Context: an optimization exercise on an open-source flow, tuned for small area, a short achievable clock period and few clock cycles per item. The choices shown serve that exercise and are no tape-out recipe. Only simulation tests tie the RTL to the original design; equivalence was not proved.

==> design/flow/run.sh <==
#!/bin/bash
# synth_recipe.tcl (not shown) runs the flow's synth.tcl, then flattens the netlist and writes it again
# the make line also repeats each setting of config.mk as NAME=value (left out here)
make -C /OpenROAD-flow-scripts/flow DESIGN_CONFIG=/design/flow/config.mk WORK_HOME=/design/flow/orfs CLKGATE_MAP_FILE= SYNTH_SCRIPT=/design/flow/synth_recipe.tcl finish
==> design/flow/config.mk <==
export PLATFORM = sky130hd
export DESIGN_NAME = symbol_alphabet_rom
export DESIGN_NICKNAME = symbol_alphabet_rom
export VERILOG_FILES = /design/flow/design.v
export SDC_FILE = /design/flow/constraint.sdc
export NUM_CORES = 4
export LEC_CHECK = 0
export CAP_MARGIN = 20
export CORE_MARGIN = 2
export CORE_UTILIZATION = 25
export GPL_ROUTABILITY_DRIVEN = 1
export PLACE_DENSITY = 0.5
export SETUP_SLACK_MARGIN = 0.4
export SLEW_MARGIN = 20
==> design/flow/constraint.sdc <==
create_clock -name core_clock -period 24.0 [get_ports {clk}]
set_input_delay 4.8000 -clock core_clock [delete_from_list [all_inputs] [get_ports {clk}]]
set_output_delay 4.8000 -clock core_clock [all_outputs]
set_load 0.01 [all_outputs]
==> design/flow/design.v <==
module alphabet_rom (
    input  wire [5:0] sym_index,   
    output reg  [7:0] sym_char,
    input  wire [7:0] chr,         
    output reg        chr_found,
    output reg  [5:0] chr_index
);
  always @(*) begin
    case (sym_index)
      6'd0 : sym_char = 8'h30;  
      6'd1 : sym_char = 8'h41;  
      6'd2 : sym_char = 8'h42;  
      6'd3 : sym_char = 8'h43;  
      6'd4 : sym_char = 8'h44;  
      6'd5 : sym_char = 8'h32;  
      6'd6 : sym_char = 8'h45;  
      6'd7 : sym_char = 8'h46;  
      6'd8 : sym_char = 8'h47;  
      6'd9 : sym_char = 8'h48;  
      6'd10: sym_char = 8'h34;  
      6'd11: sym_char = 8'h49;  
      6'd12: sym_char = 8'h4A;  
      6'd13: sym_char = 8'h4B;  
      6'd14: sym_char = 8'h4C;  
      6'd15: sym_char = 8'h4D;  
      6'd16: sym_char = 8'h4E;  
      6'd17: sym_char = 8'h36;  
      6'd18: sym_char = 8'h4F;  
      6'd19: sym_char = 8'h50;  
      6'd20: sym_char = 8'h51;  
      6'd21: sym_char = 8'h52;  
      6'd22: sym_char = 8'h53;  
      6'd23: sym_char = 8'h54;  
      6'd24: sym_char = 8'h38;  
      6'd25: sym_char = 8'h55;  
      6'd26: sym_char = 8'h56;  
      6'd27: sym_char = 8'h57;  
      6'd28: sym_char = 8'h58;  
      6'd29: sym_char = 8'h59;  
      6'd30: sym_char = 8'h5A;  
      6'd31: sym_char = 8'h2D;  
      6'd32: sym_char = 8'h31;  
      6'd33: sym_char = 8'h61;  
      6'd34: sym_char = 8'h62;  
      6'd35: sym_char = 8'h63;  
      6'd36: sym_char = 8'h64;  
      6'd37: sym_char = 8'h33;  
      6'd38: sym_char = 8'h65;  
      6'd39: sym_char = 8'h66;  
      6'd40: sym_char = 8'h67;  
      6'd41: sym_char = 8'h68;  
      6'd42: sym_char = 8'h35;  
      6'd43: sym_char = 8'h69;  
      6'd44: sym_char = 8'h6A;  
      6'd45: sym_char = 8'h6B;  
      6'd46: sym_char = 8'h6C;  
      6'd47: sym_char = 8'h6D;  
      6'd48: sym_char = 8'h6E;  
      6'd49: sym_char = 8'h37;  
      6'd50: sym_char = 8'h6F;  
      6'd51: sym_char = 8'h70;  
      6'd52: sym_char = 8'h71;  
      6'd53: sym_char = 8'h72;  
      6'd54: sym_char = 8'h73;  
      6'd55: sym_char = 8'h74;  
      6'd56: sym_char = 8'h39;  
      6'd57: sym_char = 8'h75;  
      6'd58: sym_char = 8'h76;  
      6'd59: sym_char = 8'h77;  
      6'd60: sym_char = 8'h78;  
      6'd61: sym_char = 8'h79;  
      6'd62: sym_char = 8'h7A;  
      6'd63: sym_char = 8'h2E;  
      default: sym_char = 8'h00;
    endcase
  end
  always @(*) begin
    chr_found = 1'b0;
    chr_index = 6'd0;
    case (chr)
      8'h2D: begin chr_found = 1'b1; chr_index = 6'd31; end  
      8'h2E: begin chr_found = 1'b1; chr_index = 6'd63; end  
      8'h30: begin chr_found = 1'b1; chr_index = 6'd0; end  
      8'h31: begin chr_found = 1'b1; chr_index = 6'd32; end  
      8'h32: begin chr_found = 1'b1; chr_index = 6'd5; end  
      8'h33: begin chr_found = 1'b1; chr_index = 6'd37; end  
      8'h34: begin chr_found = 1'b1; chr_index = 6'd10; end  
      8'h35: begin chr_found = 1'b1; chr_index = 6'd42; end  
      8'h36: begin chr_found = 1'b1; chr_index = 6'd17; end  
      8'h37: begin chr_found = 1'b1; chr_index = 6'd49; end  
      8'h38: begin chr_found = 1'b1; chr_index = 6'd24; end  
      8'h39: begin chr_found = 1'b1; chr_index = 6'd56; end  
      8'h41: begin chr_found = 1'b1; chr_index = 6'd1; end  
      8'h42: begin chr_found = 1'b1; chr_index = 6'd2; end  
      8'h43: begin chr_found = 1'b1; chr_index = 6'd3; end  
      8'h44: begin chr_found = 1'b1; chr_index = 6'd4; end  
      8'h45: begin chr_found = 1'b1; chr_index = 6'd6; end  
      8'h46: begin chr_found = 1'b1; chr_index = 6'd7; end  
      8'h47: begin chr_found = 1'b1; chr_index = 6'd8; end  
      8'h48: begin chr_found = 1'b1; chr_index = 6'd9; end  
      8'h49: begin chr_found = 1'b1; chr_index = 6'd11; end  
      8'h4A: begin chr_found = 1'b1; chr_index = 6'd12; end  
      8'h4B: begin chr_found = 1'b1; chr_index = 6'd13; end  
      8'h4C: begin chr_found = 1'b1; chr_index = 6'd14; end  
      8'h4D: begin chr_found = 1'b1; chr_index = 6'd15; end  
      8'h4E: begin chr_found = 1'b1; chr_index = 6'd16; end  
      8'h4F: begin chr_found = 1'b1; chr_index = 6'd18; end  
      8'h50: begin chr_found = 1'b1; chr_index = 6'd19; end  
      8'h51: begin chr_found = 1'b1; chr_index = 6'd20; end  
      8'h52: begin chr_found = 1'b1; chr_index = 6'd21; end  
      8'h53: begin chr_found = 1'b1; chr_index = 6'd22; end  
      8'h54: begin chr_found = 1'b1; chr_index = 6'd23; end  
      8'h55: begin chr_found = 1'b1; chr_index = 6'd25; end  
      8'h56: begin chr_found = 1'b1; chr_index = 6'd26; end  
      8'h57: begin chr_found = 1'b1; chr_index = 6'd27; end  
      8'h58: begin chr_found = 1'b1; chr_index = 6'd28; end  
      8'h59: begin chr_found = 1'b1; chr_index = 6'd29; end  
      8'h5A: begin chr_found = 1'b1; chr_index = 6'd30; end  
      8'h61: begin chr_found = 1'b1; chr_index = 6'd33; end  
      8'h62: begin chr_found = 1'b1; chr_index = 6'd34; end  
      8'h63: begin chr_found = 1'b1; chr_index = 6'd35; end  
      8'h64: begin chr_found = 1'b1; chr_index = 6'd36; end  
      8'h65: begin chr_found = 1'b1; chr_index = 6'd38; end  
      8'h66: begin chr_found = 1'b1; chr_index = 6'd39; end  
      8'h67: begin chr_found = 1'b1; chr_index = 6'd40; end  
      8'h68: begin chr_found = 1'b1; chr_index = 6'd41; end  
      8'h69: begin chr_found = 1'b1; chr_index = 6'd43; end  
      8'h6A: begin chr_found = 1'b1; chr_index = 6'd44; end  
      8'h6B: begin chr_found = 1'b1; chr_index = 6'd45; end  
      8'h6C: begin chr_found = 1'b1; chr_index = 6'd46; end  
      8'h6D: begin chr_found = 1'b1; chr_index = 6'd47; end  
      8'h6E: begin chr_found = 1'b1; chr_index = 6'd48; end  
      8'h6F: begin chr_found = 1'b1; chr_index = 6'd50; end  
      8'h70: begin chr_found = 1'b1; chr_index = 6'd51; end  
      8'h71: begin chr_found = 1'b1; chr_index = 6'd52; end  
      8'h72: begin chr_found = 1'b1; chr_index = 6'd53; end  
      8'h73: begin chr_found = 1'b1; chr_index = 6'd54; end  
      8'h74: begin chr_found = 1'b1; chr_index = 6'd55; end  
      8'h75: begin chr_found = 1'b1; chr_index = 6'd57; end  
      8'h76: begin chr_found = 1'b1; chr_index = 6'd58; end  
      8'h77: begin chr_found = 1'b1; chr_index = 6'd59; end  
      8'h78: begin chr_found = 1'b1; chr_index = 6'd60; end  
      8'h79: begin chr_found = 1'b1; chr_index = 6'd61; end  
      8'h7A: begin chr_found = 1'b1; chr_index = 6'd62; end  
      default: begin chr_found = 1'b0; chr_index = 6'd0; end
    endcase
  end
endmodule
module coord_round53 #(
    parameter W = 66
) (
    input  wire [W-1:0] v,
    input  wire         sticky_in,    
    output reg  [W:0]   r
);
  integer i;
  reg [6:0]   lead;
  reg [6:0]   sh;
  reg [W-1:0] kept;
  reg [W-1:0] below;
  reg         guard;
  reg         sticky;
  always @(*) begin
    lead = 7'd0;
    for (i = 0; i < W; i = i + 1)
      if (v[i]) lead = i[6:0];
    sh     = lead - 7'd52;
    kept   = v >> sh;
    guard  = v[sh - 7'd1];
    below  = v & ~({W{1'b1}} << (sh - 7'd1));
    sticky = (|below) | sticky_in;
    if (lead >= 7'd53)
      r = ({1'b0, kept} + {{W{1'b0}}, guard & (sticky | kept[0])}) << sh;
    else
      r = {1'b0, v};
  end
endmodule
module coord_tofix (
    input  wire        clk,
    input  wire        rst,
    input  wire        start,     
    input  wire        is_y,      
    input  wire [63:0] din,       
    output wire        done,      
    output wire [31:0] result
);
  localparam [1:0] T_IDLE = 2'd0, T_RUN = 2'd1, T_FIN = 2'd2;
  wire        sgn = din[63];
  wire [10:0] ex  = din[62:52];
  wire [52:0] man = {ex != 11'd0, din[51:0]};
  wire [10:0] exn = (ex == 11'd0) ? 11'd1 : ex;
  reg  [64:0] mfix;        
  reg  [10:0] lsh;
  reg  [10:0] rsh;
  always @(*) begin
    if (exn >= 11'd1025) begin
      lsh  = exn - 11'd1025;
      if (lsh > 11'd11) lsh = 11'd11;      
      rsh  = 11'd0;
      mfix = {12'd0, man} << lsh;
    end else begin
      lsh  = 11'd0;
      rsh  = 11'd1025 - exn;
      if (rsh > 11'd63) begin
        mfix = {64'd0, |man};
      end else begin
        mfix    = {12'd0, man} >> rsh;
        mfix[0] = mfix[0] | (|({11'd0, man} & ~({64{1'b1}} << rsh)));
      end
    end
  end
  wire [66:0] cfix  = is_y ? (67'd90 << 50) : (67'd180 << 50);
  wire [66:0] ssum  = sgn ? (cfix - {2'b00, mfix}) : (cfix + {2'b00, mfix});
  wire        s_neg = ssum[66];
  wire [65:0] s_abs = s_neg ? (~ssum[65:0] + 66'd1) : ssum[65:0];
  wire [66:0] t1_r;
  coord_round53 #(.W(66)) u_rnd_t1 (.v(s_abs), .sticky_in(1'b0), .r(t1_r));
  wire [63:0] t1_47  = t1_r[66:3];
  wire [80:0] dvd_in = is_y ? ({17'd0, t1_47} << 12) : ({17'd0, t1_47} << 11);
  reg  [1:0]  state;
  reg  [68:0] dvd;
  reg  [68:0] quo;
  reg  [5:0]  rem;
  reg  [6:0]  cnt;
  reg         neg;
  wire [6:0]  trial = {rem, dvd[68]};
  wire        ge    = trial >= 7'd45;
  wire [6:0]  tsub  = trial - 7'd45;
  always @(posedge clk) begin
    if (rst) begin
      state <= T_IDLE;
      dvd   <= 69'd0;
      quo   <= 69'd0;
      rem   <= 6'd0;
      cnt   <= 7'd0;
      neg   <= 1'b0;
    end else begin
      case (state)
        T_RUN: begin
          rem <= ge ? tsub[5:0] : trial[5:0];
          dvd <= {dvd[67:0], 1'b0};
          quo <= {quo[67:0], ge};
          cnt <= cnt - 7'd1;
          if (cnt == 7'd1) state <= T_FIN;
        end
        default: begin
          if (start) begin
            dvd   <= dvd_in[68:0];
            quo   <= 69'd0;
            rem   <= 6'd0;
            cnt   <= 7'd69;
            neg   <= s_neg;
            state <= T_RUN;
          end else begin
            state <= T_IDLE;
          end
        end
      endcase
    end
  end
  wire [64:0] q_r;
  coord_round53 #(.W(64)) u_rnd_t3 (.v(quo[63:0]), .sticky_in(rem != 6'd0), .r(q_r));
  wire [31:0] mag = q_r[64:33] + {31'd0, q_r[32]};
  assign result = neg ? (32'd0 - mag) : mag;
  assign done   = (state == T_FIN);
endmodule
module coord_todeg (
    input  wire [31:0] n,       
    input  wire        is_y,    
    output reg  [63:0] d        
);
  wire signed [33:0] c = $signed({{2{n[31]}}, n}) - 34'sd134217728;
  wire signed [39:0] v = c * 40'sd45;
  wire [39:0] a = v[39] ? (~v + 40'd1) : v;
  integer i;
  reg [5:0]  lead;
  reg [91:0] norm;
  reg [10:0] e;
  always @(*) begin
    lead = 6'd0;
    for (i = 0; i < 40; i = i + 1)
      if (a[i]) lead = i[5:0];
    norm = {52'd0, a} << (6'd52 - lead);
    e    = {5'd0, lead} + (is_y ? 11'd997 : 11'd998);
    if (a == 40'd0)
      d = 64'd0;
    else
      d = {v[39], e, norm[51:0]};
  end
endmodule
module symbol_alphabet_rom (
    input  wire        clk,
    input  wire        rst,
    input  wire        cmd_valid,
    output wire        cmd_ready,
    input  wire [3:0]  cmd_op,
    input  wire [63:0] cmd_opa,
    input  wire [63:0] cmd_opb,
    input  wire        si_valid,
    input  wire        si_end,
    input  wire [7:0]  si_char,
    output wire        si_ready,
    input  wire        pi_valid,
    input  wire        pi_end,
    input  wire [63:0] pi_lon,
    input  wire [63:0] pi_lat,
    output wire        pi_ready,
    output wire        so_valid,
    output wire [7:0]  so_char,
    input  wire        so_ready,
    output wire        po_valid,
    output wire [63:0] po_x,
    output wire [63:0] po_y,
    input  wire        po_ready,
    output wire        busy,
    output wire        done,
    output wire [1:0]  err,
    output wire        resv,
    output wire [63:0] res,
    output wire [31:0] ax,
    output wire [31:0] ay,
    output wire        axis
);
  localparam [3:0] OP_NOP    = 4'd0,  OP_SYMOF  = 4'd1,  OP_IDXOF  = 4'd2,  OP_RDNUM  = 4'd3,
                   OP_DECNUM = 4'd4,  OP_WRNUM  = 4'd5,  OP_TOFIXX = 4'd6,  OP_TOFIXY = 4'd7,
                   OP_TODEGX = 4'd8,  OP_TODEGY = 4'd9,  OP_ACLR   = 4'd10, OP_AADD   = 4'd11,
                   OP_ALOAD  = 4'd12, OP_ADIFF  = 4'd13, OP_DECODE = 4'd14, OP_ENCODE = 4'd15;
  localparam [4:0] S_IDLE   = 5'd0,  S_UNIT   = 5'd1,  S_RDNUM  = 5'd2,  S_DNEXT  = 5'd3,
                   S_DPROBE = 5'd4,  S_DEXTRA = 5'd5,  S_DAPPLY = 5'd6,  S_DEMIT  = 5'd7,
                   S_DNUMEND= 5'd8,  S_ENEXT  = 5'd9,  S_EFIXX  = 5'd10, S_EFIXY  = 5'd11,
                   S_ENUMX  = 5'd12, S_ESHX   = 5'd13, S_ENUMY  = 5'd14, S_ESHY   = 5'd15,
                   S_EUPD   = 5'd16, S_WRSH   = 5'd17, S_UFIX   = 5'd18;
  localparam [1:0] TIER_SMALL = 2'd0, TIER_MEDIUM = 2'd1, TIER_FULL = 2'd2;
  reg [4:0]  st;
  reg [3:0]  op;
  reg [63:0] opa;
  reg [63:0] opb;
  reg [31:0] acc_x;
  reg [31:0] acc_y;
  reg        axis_r;
  reg [5:0]  p;
  reg [1:0]  tier;
  reg [2:0]  cnt;
  reg [31:0] num;
  reg [31:0] fx;
  reg [31:0] fy;
  reg [29:0] osr;
  reg [2:0]  ocnt;
  reg [63:0] lat_hold;
  reg [63:0] res_r;
  reg        resv_r;
  reg        done_r;
  reg [1:0]  err_r;
  wire [7:0] rom_char;
  wire       rev_found;
  wire [5:0] rev_index;
  alphabet_rom u_rom (
      .sym_index (st == S_UNIT ? opa[5:0] : osr[29:24]),
      .sym_char  (rom_char),
      .chr       (st == S_UNIT ? opa[7:0] : si_char),
      .chr_found (rev_found),
      .chr_index (rev_index)
  );
  wire        fix_done;
  wire [31:0] fix_result;
  wire        fix_start = (st == S_ENEXT && pi_valid && !pi_end) ||
                          (st == S_EFIXX && fix_done) ||
                          (st == S_UNIT && (op == OP_TOFIXX || op == OP_TOFIXY));
  wire        fix_is_y  = (st == S_EFIXX) || (st == S_UNIT && op == OP_TOFIXY);
  wire [63:0] fix_din   = (st == S_ENEXT) ? pi_lon : (st == S_EFIXX) ? lat_hold : opa;
  coord_tofix u_tofix (
      .clk    (clk),
      .rst    (rst),
      .start  (fix_start),
      .is_y   (fix_is_y),
      .din    (fix_din),
      .done   (fix_done),
      .result (fix_result)
  );
  wire [63:0] deg_x;
  wire [63:0] deg_y;
  coord_todeg u_todeg_x (.n(st == S_UNIT ? opa[31:0] : acc_x), .is_y(1'b0), .d(deg_x));
  coord_todeg u_todeg_y (.n(st == S_UNIT ? opa[31:0] : acc_y), .is_y(1'b1), .d(deg_y));
  wire [15:0] raw_m = {p[3:0], num[11:0]};
  wire [10:0] raw_s = {p[4:0], num[5:0]};
  reg  [31:0] payload;
  always @(*) begin
    case (tier)
      TIER_FULL:   payload = {4'd0, p[3:0], num[23:0]};
      TIER_MEDIUM: payload = {16'd0, raw_m} - 32'd32768;
      default:     payload = {21'd0, raw_s} - 32'd1024;
    endcase
  end
  wire [31:0] num_shift = {num[25:0], rev_index};
  reg  [31:0] enc_d;
  reg  [31:0] enc_a;
  always @(*) begin
    case (st)
      S_ENUMX: begin enc_d = fx - acc_x; enc_a = fx; end
      S_ENUMY: begin enc_d = fy - acc_y; enc_a = fy; end
      default: begin enc_d = opa[31:0];  enc_a = opb[31:0]; end
    endcase
  end
  wire signed [31:0] enc_ds = enc_d;
  reg  [29:0] enc_word;
  reg  [2:0]  enc_n;
  reg  [31:0] enc_b;
  always @(*) begin
    enc_b = 32'd0;
    if (enc_ds >= -32'sd1024 && enc_ds < 32'sd1024) begin
      enc_b    = enc_d + 32'd1024;
      enc_word = {enc_b[11:0], 18'd0};
      enc_n    = 3'd2;
    end else if (enc_ds >= -32'sd32768 && enc_ds < 32'sd32768) begin
      enc_b    = enc_d + 32'd32768;
      enc_word = {2'b10, enc_b[15:0], 12'd0};
      enc_n    = 3'd3;
    end else begin
      enc_word = {2'b11, enc_a[27:0]};
      enc_n    = 3'd5;
    end
  end
  wire si_take = si_valid && !si_end;    
  wire si_eos  = si_valid && si_end;     
  assign si_ready = (st == S_DNEXT && si_end) || st == S_DPROBE || st == S_DEXTRA ||
                    st == S_RDNUM;
  assign pi_ready = (st == S_ENEXT);
  assign so_valid = (st == S_ESHX || st == S_ESHY || st == S_WRSH);
  assign so_char  = rom_char;
  assign po_valid = (st == S_DEMIT);
  assign po_x     = deg_x;
  assign po_y     = deg_y;
  assign busy      = (st != S_IDLE);
  assign cmd_ready = (st == S_IDLE);
  assign done      = done_r;
  assign err       = err_r;
  assign resv      = resv_r;
  assign res       = res_r;
  assign ax        = acc_x;
  assign ay        = acc_y;
  assign axis      = axis_r;
  always @(posedge clk) begin
    if (rst) begin
      st       <= S_IDLE;
      op       <= OP_NOP;
      opa      <= 64'd0;
      opb      <= 64'd0;
      acc_x    <= 32'd0;
      acc_y    <= 32'd0;
      axis_r   <= 1'b0;
      p        <= 6'd0;
      tier     <= TIER_SMALL;
      cnt      <= 3'd0;
      num      <= 32'd0;
      fx       <= 32'd0;
      fy       <= 32'd0;
      osr      <= 30'd0;
      ocnt     <= 3'd0;
      lat_hold <= 64'd0;
      res_r    <= 64'd0;
      resv_r   <= 1'b0;
      done_r   <= 1'b0;
      err_r    <= 2'd0;
    end else begin
      case (st)
        S_IDLE: begin
          if (cmd_valid && cmd_op != OP_NOP) begin
            op     <= cmd_op;
            opa    <= cmd_opa;
            opb    <= cmd_opb;
            done_r <= 1'b0;
            err_r  <= 2'd0;
            resv_r <= 1'b0;
            if (cmd_op == OP_DECODE || cmd_op == OP_ENCODE) begin
              acc_x  <= 32'd0;
              acc_y  <= 32'd0;
              axis_r <= 1'b0;
              st     <= (cmd_op == OP_DECODE) ? S_DNEXT : S_ENEXT;
            end else begin
              st <= S_UNIT;
            end
          end
        end
        S_UNIT: begin
          case (op)
            OP_SYMOF: begin
              res_r  <= {56'd0, rom_char};
              resv_r <= 1'b1;
              done_r <= 1'b1;
              st     <= S_IDLE;
            end
            OP_IDXOF: begin
              res_r  <= {58'd0, rev_index};
              resv_r <= rev_found;
              done_r <= 1'b1;
              st     <= S_IDLE;
            end
            OP_RDNUM: begin
              num <= 32'd0;
              cnt <= opa[2:0];
              if (opa[2:0] == 3'd0) begin
                res_r  <= 64'd0;
                resv_r <= 1'b1;
                done_r <= 1'b1;
                st     <= S_IDLE;
              end else begin
                st <= S_RDNUM;
              end
            end
            OP_DECNUM: begin
              num <= 32'd0;
              cnt <= 3'd1;
              st  <= S_DPROBE;
            end
            OP_WRNUM: begin
              osr   <= enc_word;
              ocnt  <= enc_n;
              res_r <= {61'd0, enc_n};
              st    <= S_WRSH;
            end
            OP_TOFIXX, OP_TOFIXY: begin
              st <= S_UFIX;
            end
            OP_TODEGX: begin
              res_r  <= deg_x;
              resv_r <= 1'b1;
              done_r <= 1'b1;
              st     <= S_IDLE;
            end
            OP_TODEGY: begin
              res_r  <= deg_y;
              resv_r <= 1'b1;
              done_r <= 1'b1;
              st     <= S_IDLE;
            end
            OP_ACLR: begin
              acc_x  <= 32'd0;
              acc_y  <= 32'd0;
              done_r <= 1'b1;
              st     <= S_IDLE;
            end
            OP_AADD: begin
              if (opa[0]) begin
                acc_y <= acc_y + opb[31:0];
                res_r <= {32'd0, acc_y + opb[31:0]};
              end else begin
                acc_x <= acc_x + opb[31:0];
                res_r <= {32'd0, acc_x + opb[31:0]};
              end
              resv_r <= 1'b1;
              done_r <= 1'b1;
              st     <= S_IDLE;
            end
            OP_ALOAD: begin
              if (opa[0]) acc_y <= opb[31:0];
              else        acc_x <= opb[31:0];
              res_r  <= {32'd0, opb[31:0]};
              resv_r <= 1'b1;
              done_r <= 1'b1;
              st     <= S_IDLE;
            end
            default: begin   
              res_r  <= {32'd0, opb[31:0] - (opa[0] ? acc_y : acc_x)};
              resv_r <= 1'b1;
              done_r <= 1'b1;
              st     <= S_IDLE;
            end
          endcase
        end
        S_RDNUM: begin
          if (si_eos) begin
            err_r  <= 2'd1;
            done_r <= 1'b1;
            st     <= S_IDLE;
          end else if (si_take && rev_found) begin
            num <= num_shift;
            cnt <= cnt - 3'd1;
            if (cnt == 3'd1) begin
              res_r  <= {32'd0, num_shift};
              resv_r <= 1'b1;
              done_r <= 1'b1;
              st     <= S_IDLE;
            end
          end
        end
        S_DNEXT: begin
          if (si_eos) begin
            done_r <= 1'b1;
            st     <= S_IDLE;
          end else if (si_take) begin
            num <= 32'd0;
            cnt <= 3'd1;
            st  <= S_DPROBE;
          end
        end
        S_DPROBE: begin
          if (si_eos) begin
            err_r  <= 2'd1;
            done_r <= 1'b1;
            st     <= S_IDLE;
          end else if (si_take && rev_found) begin
            p   <= rev_index;
            num <= 32'd0;
            if (rev_index[5:4] == 2'b11) begin
              tier <= TIER_FULL;
              cnt  <= 3'd4;
            end else if (rev_index[5]) begin
              tier <= TIER_MEDIUM;
              cnt  <= 3'd2;
            end else begin
              tier <= TIER_SMALL;
              cnt  <= 3'd1;
            end
            st <= S_DEXTRA;
          end
        end
        S_DEXTRA: begin
          if (si_eos) begin
            err_r  <= 2'd1;
            done_r <= 1'b1;
            st     <= S_IDLE;
          end else if (si_take && rev_found) begin
            num <= num_shift;
            cnt <= cnt - 3'd1;
            if (cnt == 3'd1)
              st <= (op == OP_DECNUM) ? S_DNUMEND : S_DAPPLY;
          end
        end
        S_DAPPLY: begin
          if (axis_r) begin
            if (tier == TIER_FULL) acc_y <= payload;
            else                   acc_y <= acc_y + payload;
            st <= S_DEMIT;
          end else begin
            if (tier == TIER_FULL) acc_x <= payload;
            else                   acc_x <= acc_x + payload;
            axis_r <= 1'b1;
            st     <= S_DNEXT;
          end
        end
        S_DEMIT: begin
          if (po_ready) begin
            axis_r <= 1'b0;
            st     <= S_DNEXT;
          end
        end
        S_DNUMEND: begin
          res_r  <= {30'd0, tier, payload};
          resv_r <= 1'b1;
          done_r <= 1'b1;
          st     <= S_IDLE;
        end
        S_ENEXT: begin
          if (pi_valid) begin
            if (pi_end) begin
              done_r <= 1'b1;
              st     <= S_IDLE;
            end else begin
              lat_hold <= pi_lat;
              st       <= S_EFIXX;
            end
          end
        end
        S_EFIXX: begin
          if (fix_done) begin
            fx <= fix_result;
            st <= S_EFIXY;
          end
        end
        S_EFIXY: begin
          if (fix_done) begin
            fy <= fix_result;
            st <= S_ENUMX;
          end
        end
        S_ENUMX: begin
          osr  <= enc_word;
          ocnt <= enc_n;
          st   <= S_ESHX;
        end
        S_ENUMY: begin
          osr  <= enc_word;
          ocnt <= enc_n;
          st   <= S_ESHY;
        end
        S_ESHX, S_ESHY, S_WRSH: begin
          if (so_ready) begin
            osr  <= {osr[23:0], 6'd0};
            ocnt <= ocnt - 3'd1;
            if (ocnt == 3'd1) begin
              case (st)
                S_ESHX: st <= S_ENUMY;
                S_ESHY: st <= S_EUPD;
                default: begin
                  resv_r <= 1'b1;
                  done_r <= 1'b1;
                  st     <= S_IDLE;
                end
              endcase
            end
          end
        end
        S_EUPD: begin
          acc_x <= fx;
          acc_y <= fy;
          st    <= S_ENEXT;
        end
        S_UFIX: begin
          if (fix_done) begin
            res_r  <= {32'd0, fix_result};
            resv_r <= 1'b1;
            done_r <= 1'b1;
            st     <= S_IDLE;
          end
        end
        default: st <= S_IDLE;
      endcase
    end
  end
endmodule
==> flow_summary.yaml <==
setup_path:
  slowest_delay_ps: 850
  critPathMaxFanout: 30
  r2r-start: "st[1]$_SDFFE_PP0P_"
  crit_arrival_ps: 18090
  worstRegToRegCells: 62
  crit_type: "flip-flop to output pin"
  critPathSlowestCell: "and3_1"
  critPathLaunch: "st[0]$_SDFFE_PP0P_"
  path_common_cell: "o21ai_0"
  end_kind: "output pin"
  critical_path_required_ps: 19200
  cp-start-kind: "flip-flop"
clock_tree:
  cts_tree: "yes"
  root_buffer: "clkbuf_16"
  cts.sinks: 572
  clk_latency_ps: 910
  cts.repair.resized: 0
  cts_hold_buf: 0
  cts_max_level: 3
  cts_inserted_buffers: 85
  cts_setup_buffers: 0
  clockBufferDepth: 4
  cts.clk_slew.worst_paths_ps: 60
timing:
  fmax_ghz: 0.0437
  finalHoldViolations: 0
  period_minus_slack_ps: 22890
  finalCritPeriodShare_pct: 95.4
  relSlewSlack_pct: 9.98
  finClkSkew_ps: 149
  fin_setup_tns_ps: 0
  drv_slew: 0
  worstMarginPinSlew_ps: 1340
  fin_hold_ws_ps: 445
  rsz0062_at_grt: "false"
  setup_viol: 0
synth:
  synth_area_leader_cell: "dfxtp_1"
  async_reset_ff_share_pct: 0
  synth.top_cell.area_share_pct: 11.1
  ys.flop_type: "dfxtp_1"
  synth-edff-count: 0
  ys_ff_latch: 572
  syn_area_per_cell_um2: 6.78
  seq_area_frac_synth_pct: 11.1
  synth.area.top_cells: "dfxtp_1, nand2_1, a21oi_1"
  syn-cell-area_um2: 103000
  yosysWarnings: 6
  synthCells: 15200
  synth.distinct_cells: 146
placed_design:
  hpwlAfterDp_mm: 504
  portBuffers: 509
  place_congestion: 1.05
  post-place-cells: 21100
min_path:
  hp-class: "flip-flop to flip-flop"
  min-delay-start: "res_r[58]$_SDFFE_PP0P_"
  min_path_cells: 2
cells_and_area:
  fill_cells: 45800
  ff_latch_area_um2: 11500
  syn2layout_area_growth_pct: 17.9
  nets: 16600
  drive_above_1_share_pct: 10.9
  multi_input_area_um2: 84700
  final_common_cell: "nand2_1"
  fin_cells: 21200
  mostFrequentLayoutCells: "nand2_1, nor2_1, a21oi_1, buf_4, o21ai_0"
floorplan:
  dieArea_um2: 418000
  core_region_area_um2: 412000
  start_util_pct: 25.1
  die_x_um: 647
  fp-row-count: 236
  ioPinCount: 552
  die-height_um: 647
detailed_routing:
  num_vias: 130000
  firstDrtPassIters: 10
  wire_per_inst_um: 30.2
  wl_mm: 641
  first_iter_violations: 17200
  final_antenna_net_count: 0
  viasPerCell: 6.11
  route.detailed.drc: 0
global_route:
  grt_max_degree: 154
  grt_pass1_vias: 119000
  grt_pass1_wl_mm: 897
  overflow: 0
  track_usage_pct: 29.1
  antenna_found_initial: 54
run_status:
  outcome: "finished clean"
flow_run:
  drv_cap: 0
==> synthesized netlist by cell type (all sizes together) (71+ instances only) <==
| cell | n |
|---|---|
| nand2b | 111 |
| inv | 801 |
| or2 | 86 |
| ha | 501 |
| and2 | 117 |
| o21ai | 1021 |
| a211oi | 346 |
| a22o | 107 |
| a22oi | 150 |
| a221oi | 192 |
| a31oi | 205 |
| o211ai | 263 |
| o22ai | 185 |
| xnor2 | 476 |
| clkbuf | 782 |
| a21oi | 1263 |
| and3 | 130 |
| o31ai | 119 |
| nand4 | 172 |
| or3 | 104 |
| dfxtp | 572 |
| a21boi | 80 |
| xor2 | 171 |
| nand3 | 493 |
| nor3 | 424 |
| mux2i | 549 |
| a21o | 110 |
| a311oi | 71 |
| nor2 | 1477 |
| nand2 | 1809 |
| nor4 | 199 |
| mux2 | 109 |
| fa | 132 |
| o21bai | 116 |
| a2111oi | 74 |
| buf | 389 |
| o221ai | 117 |
| o21a | 93 |
==> routing by layer <==
layer / GRT usage [%] / part of all wire, %
met1: 36.7 / 40
met2: 44.6 / 43
met3: 6.66 / 10
met4: 18.0 / 7.4
met5: 0 / 0.024
==> path summary, 6_finish.rpt <==
check                           slack [ps]                            to
worst min register to register         450        res_r[58]$_SDFFE_PP0P_
worst max-delay path                  1110                      po_y[50]
worst min-delay path                   450        res_r[58]$_SDFFE_PP0P_
worst max register to register        4730  u_tofix.dvd[66]$_SDFFE_PP0P_
==> cell type report <==
cell class	instances	share of cell area, %
multi-input cells	12700	69.5
clock buffers	113	1.97
well taps	5474	5.62
clock inverters	36	0.365
repair buffers	1520	10.6
flip-flops and latches	572	9.41
diodes	27	0.0555
inverters	806	2.49
==> state kept, by name, indices dropped and copies added (netlist names), 7 cells and up <==
| name | count |
|---|---|
| lat_hold | 64 |
| opa | 64 |
| res_r | 64 |
| u_tofix.quo | 64 |
| u_tofix.dvd | 58 |
| acc_x | 32 |
| acc_y | 32 |
| fx | 32 |
| fy | 32 |
| opb | 32 |
| osr | 30 |
| num | 26 |
| u_tofix.cnt | 7 |
==> cells by family after synthesis <==
kind of cell             share of synthesized area (%)
flip-flops                                        11.1
multiplexers                                      7.79
adder cells (fa/ha/maj)                           8.64
AND/OR/NAND/NOR                                   24.7
XOR/XNOR                                          5.51
other                                          0.00363
AO/OA/AOI/OAI                                     34.4
buffers and inverters                             7.83
==> metrics by stage <==
| step | util (%) | cell area (µm²) | worst slack, ps |
|---|---|---|---|
| floorplan | - | 103000 | 2290 |
| global placement | 28.8 | 119000 | 2250 |
| detailed placement | 28.8 | 119000 | 2130 |
| CTS | 29.5 | 122000 | 1420 |
| global route | 29.6 | 122000 | 495 |
| finish | 29.6 | 122000 | 1110 |
==> worst max-delay path, delay by kind of cell (launching register included) <==
kind                       cells  cell delay [ps]
AOI/OAI and AO/OA             31             7550
and+or+nand+nor               11             2980
adders and majority gates      6             2460
buffers and inverters          7             2220
xor gates and xnor gates       2             1080
DFF                            1              570
muxes                          1              260
Testbench counts, summed over its fixed seeds: cycles 157,504, items 1,954.

what the ideal ports hide:
No port has a modelled driver above. Below, the same layout with a new extraction and two added sets of constraints.
Step 1 sets driving cells, clkbuf_16 on the clock port and buf_2 on the other inputs (assumed; they add their load-dependent delay and slew).
Step 2 moves the port delays by t, midway between the first and last clock arrival at a register: inputs arrive t later, outputs are due t later. That takes back most of the time a late clock gives input paths.
a / b / c = ideal / step 1 / step 2; a / b = the first two.
t (ns): 0.923
slack for setup (ns): 1.110 / 1.019 / 1.529
worst data-port slew with drivers (ns): 0.25
After both steps setup and hold are still met in this run. The setup slack of this run moves by -0.091 ns with the drivers and by +0.419 ns with both steps.
